This design comes from an exercise in tuning for a short achievable clock period on the open sky130 flow, not from production work.
At most, simulation tests tie the RTL to the original design; equivalence was not proved.
No driver is modelled on the clock port, so clock power and skew are understated where the tree is cut down; a real chip needs a root buffer or a tree.
No activity file was given, so power comes from the tool's default toggle rates.

== run 1 ==
==> flow/design.v (excerpt) <==
module fcp #(
    parameter PMAX = 64                  
) (
    input  wire        clk,
    input  wire        rst,              
    input  wire        req_valid,
    input  wire [35:0] req,
    output reg         rsp_valid,
    output reg  [49:0] rsp
);
    wire [3:0]  opsel = req[35:32];
    wire [31:0] arg   = req[31:0];
    wire [7:0]  b     = arg[7:0];
    wire [15:0] s_len = arg[31:16];
    reg         st_idle, st_fill, st_emit;    
    reg  [7:0]  acc_s;       
    reg  [7:0]  acc_c;
    reg         acc_sv;      
    reg  [7:0]  hdr_s;       
    reg  [7:0]  hdr_c;       
    reg  [7:0]  t_type;
    reg  [7:0]  t_id;
    reg  [6:0]  t_len;       
    reg  [PMAX-1:0] pc;      
    reg  [6:0]  prem;        
    reg         prem1;       
    reg         prem2;       
    reg         wen;         
    reg  [7:0]  wd;
    reg  [6:0]  kh;          
    reg  [6:0]  eidx;
    reg         elast;       
    reg         sp;          
    reg  [5:0]  hc;          
    reg         hvalid;
    reg  [47:0] hdr;         
    reg         pp_v;        
    reg  [7:0]  pp_b;
    reg  [5:0]  pp_pos;
    wire [47:0] hdr_eff;     
    reg  [7:0]  pbuf [0:PMAX-1];
    wire plast = wen ? prem2 : prem1;
    wire v, a_csinit, a_encst, a_encpay, a_emit, a_push, a_hdclr;
    wire acc_init, acc_add, acc_init_c, acc_add_c;
    wire n_idle, n_fill, n_emit;
    wire g_acc_a, g_acc_h, g_eb, g_em, g_push, g_get, g_pack, g_unpack;
    wire [1:0] status;
    wire len_big, len_zero;
    fcp_len u_len (.s_len(s_len), .len_big(len_big), .len_zero(len_zero));
    fcp_dec u_dec (
        .req_valid(req_valid), .rst(rst), .opsel(opsel),
        .len_big(len_big), .len_zero(len_zero),
        .st_idle(st_idle), .st_fill(st_fill), .st_emit(st_emit),
        .hvalid(hvalid), .plast(plast), .elast(elast), .kh0(kh[0]),
        .v(v), .a_csinit(a_csinit), .a_encst(a_encst), .a_encpay(a_encpay),
  ...
Size: about 2800 cells after synthesis, ~90 I/O pins.
Settings: LEC_CHECK=0, ABC_CLOCK_PERIOD_IN_PS=800, CAP_MARGIN=20, CORE_MARGIN=2, CORE_UTILIZATION=55, PLACE_DENSITY=0.7, SETUP_SLACK_MARGIN=2.8, SLEW_MARGIN=20, SYNTH_HIERARCHICAL=1, SYNTH_MINIMUM_KEEP_SIZE=0; clock period 4.5 ns.
standard.sh (not shown) runs the stock make flow with config.mk's settings and CLKGATE_MAP_FILE= SYNTH_SCRIPT=/design/flow/synth_recipe.tcl, a recipe that flattens the netlist after the stock synthesis.
==> flow/flow/run.sh <==
#!/bin/bash
# Standard layout, with the clock tree built by flow/tree.tcl (two levels of
# clkbuf_16) instead of TritonCTS. Full output of the ORFS run goes to
# flow_standard.log in the work folder; ORFS's own per-step logs stay under orfs/logs.
set -euo pipefail
W=$(pwd)
export PRE_CTS_TCL="$W/flow/tree.tcl"
bash standard.sh > "$W/flow_standard.log" 2>&1
Other scripts of this flow, unchanged in this note and not shown: flow/flow/tree.tcl
Relative to run 1, the following input files were edited for run 2:
diff --git a/flow/design.v b/flow/design.v
--- a/flow/design.v
+++ b/flow/design.v
@@ -69,19 +69,23 @@
         .acc_init(acc_init_c), .acc_add(acc_add_c)
     );
     wire [7:0] acc_n;        
     wire [7:0] eff_s, eff_c;
     wire [7:0] hdr_n;        
     fcp_obs u_obs_a (.acc_s(acc_s), .acc_c(acc_c), .acc_n(acc_n));
     fcp_obs u_obs_h (.acc_s(hdr_s), .acc_c(hdr_c), .acc_n(hdr_n));
-    wire [7:0] ebyte;
+    reg  [7:0] ebyte;
+    wire [7:0] nbyte;
     fcp_emux u_emux (
         .kh(kh), .t_type(t_type), .t_id(t_id), .t_len(t_len),
-        .sp(sp), .p0(pbuf[0]), .p1(pbuf[1]), .ebyte(ebyte)
+        .sp(sp), .p0(pbuf[0]), .p1(pbuf[1]), .p2(pbuf[2]), .nbyte(nbyte)
     );
+    always @(posedge clk)
+        if (a_emit)
+            ebyte <= nbyte;
     wire [47:0] rest, data;
     fcp_rmux u_rmux (
         .g_eb(g_eb), .g_em(g_em), .g_push(g_push), .g_get(g_get),
         .g_pack(g_pack), .g_unpack(g_unpack), .ebyte(ebyte),
         .elast(elast), .hc5(hc[5]), .hvalid(hvalid), .hdr(hdr_eff), .arg(arg),
         .data(rest)
     );
@@ -481,23 +485,26 @@
     input  wire [6:0] kh,
     input  wire [7:0] t_type,
     input  wire [7:0] t_id,
     input  wire [6:0] t_len,
     input  wire       sp,
     input  wire [7:0] p0,
     input  wire [7:0] p1,
-    output wire [7:0] ebyte
+    input  wire [7:0] p2,
+    output wire [7:0] nbyte
 );
     localparam [7:0] PROTO_VER = 8'h03;
     wire [7:0] pay_head = sp ? p1 : p0;
-    assign ebyte = ({8{kh[1]}} & PROTO_VER)
-                 | ({8{kh[2]}} & t_type)
-                 | ({8{kh[3]}} & t_id)
-                 | ({8{kh[4]}} & {1'b0, t_len})
-                 | ({8{kh[6]}} & pay_head);
+    wire [7:0] pay_next = sp ? p2 : p1;
+    assign nbyte = ({8{kh[0]}} & PROTO_VER)
+                 | ({8{kh[1]}} & t_type)
+                 | ({8{kh[2]}} & t_id)
+                 | ({8{kh[3]}} & {1'b0, t_len})
+                 | ({8{kh[5]}} & pay_head)
+                 | ({8{kh[6]}} & pay_next);
 endmodule
 module fcp_rmux (
     input  wire        g_eb,
     input  wire        g_em,
     input  wire        g_push,
     input  wire        g_get,
     input  wire        g_pack,
Findings:
Per the final summary, run 2 finished and its layout is clean on timing, DRC and antenna. Run 1 → run 2: final instance area up 1.6%; time the final worst path needs with I/O delays and setup up 0.093 ns. [compare] base=run 1 new=run 2: synthesized cell count grew by 33; growth of design area from synthesis to finish grew by 0.40 points; routed wire length grew by about 1.4%. Vias: run 2 above run 1.
Function not checked in run 2: the RTL went through the layout flow alone. No run of this note takes its clock network from TritonCTS; it comes from the design's own scripts or RTL.

---

fcp with an RTL version that a note above also has.
For scale: about 2900 cells after synthesis, about 90 I/O pins, about 33000 sq um of cells after synthesis.
==> flow/design.v (excerpt) <==
module fcp #(
    parameter PMAX = 64                  
) (
    input  wire        clk,
    input  wire        rst,              
    input  wire        req_valid,
    input  wire [35:0] req,
    output reg         rsp_valid,
    output reg  [49:0] rsp
);
    wire [3:0]  opsel = req[35:32];
    wire [31:0] arg   = req[31:0];
    wire [7:0]  b     = arg[7:0];
    wire [15:0] s_len = arg[31:16];
    reg         st_idle, st_fill, st_emit;    
    reg  [7:0]  acc_s;       
    reg  [7:0]  acc_c;
    reg         acc_sv;      
    reg  [7:0]  hdr_s;       
    reg  [7:0]  hdr_c;       
    reg  [7:0]  t_type;
    reg  [7:0]  t_id;
    reg  [6:0]  t_len;       
    reg  [PMAX-1:0] pc;      
    reg  [6:0]  prem;        
    reg         prem1;       
    reg         prem2;       
    reg         wen;         
    reg  [7:0]  wd;
    reg  [6:0]  kh;          
    reg  [6:0]  eidx;
    reg         elast;       
    reg         sp;          
    reg  [5:0]  hc;          
    reg         hvalid;
    reg  [47:0] hdr;         
    reg         pp_v;        
    reg  [7:0]  pp_b;
    reg  [5:0]  pp_pos;
    wire [47:0] hdr_eff;     
    reg  [7:0]  pbuf [0:PMAX-1];
    wire plast = wen ? prem2 : prem1;
    wire v, a_csinit, a_encst, a_encpay, a_emit, a_push, a_hdclr;
    wire acc_init, acc_add, acc_init_c, acc_add_c;
    wire n_idle, n_fill, n_emit;
  ...
export LEC_CHECK = 0
export ABC_CLOCK_PERIOD_IN_PS = 800
export CAP_MARGIN = 20
export CORE_MARGIN = 2
export CORE_UTILIZATION = 40
export PLACE_DENSITY = 0.6
export SETUP_SLACK_MARGIN = 2.75
export SLEW_MARGIN = 20
export SYNTH_HIERARCHICAL = 1
export SYNTH_MINIMUM_KEEP_SIZE = 0
create_clock -name core_clock -period 4.5 [get_ports {clk}]
Scripts as last shown in full above: flow/flow/run.sh
Other scripts of this flow, unchanged in this note and not shown: flow/flow/tree.tcl
==> next run, changes <==
--- a/flow/design.v
+++ b/flow/design.v
@@ -68,25 +68,21 @@
         .st_idle(st_idle), .st_fill(st_fill), .acc_sv(acc_sv),
         .acc_init(acc_init_c), .acc_add(acc_add_c)
     );
     wire [7:0] acc_n;        
     wire [7:0] eff_s, eff_c;
     wire [7:0] hdr_n;        
     fcp_obs u_obs_a (.acc_s(acc_s), .acc_c(acc_c), .acc_n(acc_n));
     fcp_obs u_obs_h (.acc_s(hdr_s), .acc_c(hdr_c), .acc_n(hdr_n));
-    reg  [7:0] ebyte;
-    wire [7:0] nbyte;
+    wire [7:0] ebyte;
     fcp_emux u_emux (
         .kh(kh), .t_type(t_type), .t_id(t_id), .t_len(t_len),
-        .sp(sp), .p0(pbuf[0]), .p1(pbuf[1]), .p2(pbuf[2]), .nbyte(nbyte)
+        .sp(sp), .p0(pbuf[0]), .p1(pbuf[1]), .ebyte(ebyte)
     );
-    always @(posedge clk)
-        if (a_emit)
-            ebyte <= nbyte;
     wire [47:0] rest, data;
     fcp_rmux u_rmux (
         .g_eb(g_eb), .g_em(g_em), .g_push(g_push), .g_get(g_get),
         .g_pack(g_pack), .g_unpack(g_unpack), .ebyte(ebyte),
         .elast(elast), .hc5(hc[5]), .hvalid(hvalid), .hdr(hdr_eff), .arg(arg),
         .data(rest)
     );
     fcp_fin u_fin (.g_acc_a(g_acc_a), .acc_n(acc_n), .g_acc_h(g_acc_h), .hdr_n(hdr_n),
@@ -484,28 +480,25 @@
 module fcp_emux (
     input  wire [6:0] kh,
     input  wire [7:0] t_type,
     input  wire [7:0] t_id,
     input  wire [6:0] t_len,
     input  wire       sp,
     input  wire [7:0] p0,
     input  wire [7:0] p1,
-    input  wire [7:0] p2,
-    output wire [7:0] nbyte
+    output wire [7:0] ebyte
 );
     localparam [7:0] PROTO_VER = 8'h03;
     wire [7:0] pay_head = sp ? p1 : p0;
-    wire [7:0] pay_next = sp ? p2 : p1;
-    assign nbyte = ({8{kh[0]}} & PROTO_VER)
-                 | ({8{kh[1]}} & t_type)
-                 | ({8{kh[2]}} & t_id)
-                 | ({8{kh[3]}} & {1'b0, t_len})
-                 | ({8{kh[5]}} & pay_head)
-                 | ({8{kh[6]}} & pay_next);
+    assign ebyte = ({8{kh[1]}} & PROTO_VER)
+                 | ({8{kh[2]}} & t_type)
+                 | ({8{kh[3]}} & t_id)
+                 | ({8{kh[4]}} & {1'b0, t_len})
+                 | ({8{kh[6]}} & pay_head);
 endmodule
 module fcp_rmux (
     input  wire        g_eb,
     input  wire        g_em,
     input  wire        g_push,
     input  wire        g_get,
     input  wire        g_pack,
     input  wire        g_unpack,
=> The changed run finished clean; cell count is about the same; total power decreases by 0.30%; clock power stays flat; setup slack improved by 39 ps; via count is higher by 0.76%.
No functional check of the RTL was part of the first run of this note. No run of this note takes its clock network from TritonCTS; it comes from the design's own scripts or RTL.

==> separate check: timing with driven ports <==
No port has a modelled driver above. Below, the same layouts with a new extraction and two added sets of constraints.
Step 1 sets driving cells, clkbuf_16 on the clock port and buf_2 on the other inputs (assumed; they add their load-dependent delay and slew).
Step 2 moves the port delays by t, midway between the first and last clock arrival at a register: inputs arrive t later, outputs are due t later. That takes back most of the time a late clock gives input paths.
a / b / c = no drivers / after step 1 / after step 2; a / b = the first two.
run | t, ns | setup WS [ns] | slew at the worst register clock pin (ns)
run 1 | 0.506 | 2.632 / 2.543 / 2.090 | 0.10 / 0.10
run 2 | 0.510 | 2.539 / 2.502 / 1.992 | 0.10 / 0.10
the first run of note 2 | 0.514 | 2.502 / 2.571 / 2.057 | 0.11 / 0.11
the second run of note 2 | 0.520 | 2.541 / 2.538 / 2.091 | 0.10 / 0.10
After both steps setup and hold are still met in every run listed. For run 2, which loses most, drivers alone change the setup slack by -0.037 ns; drivers and shift together by -0.547 ns.
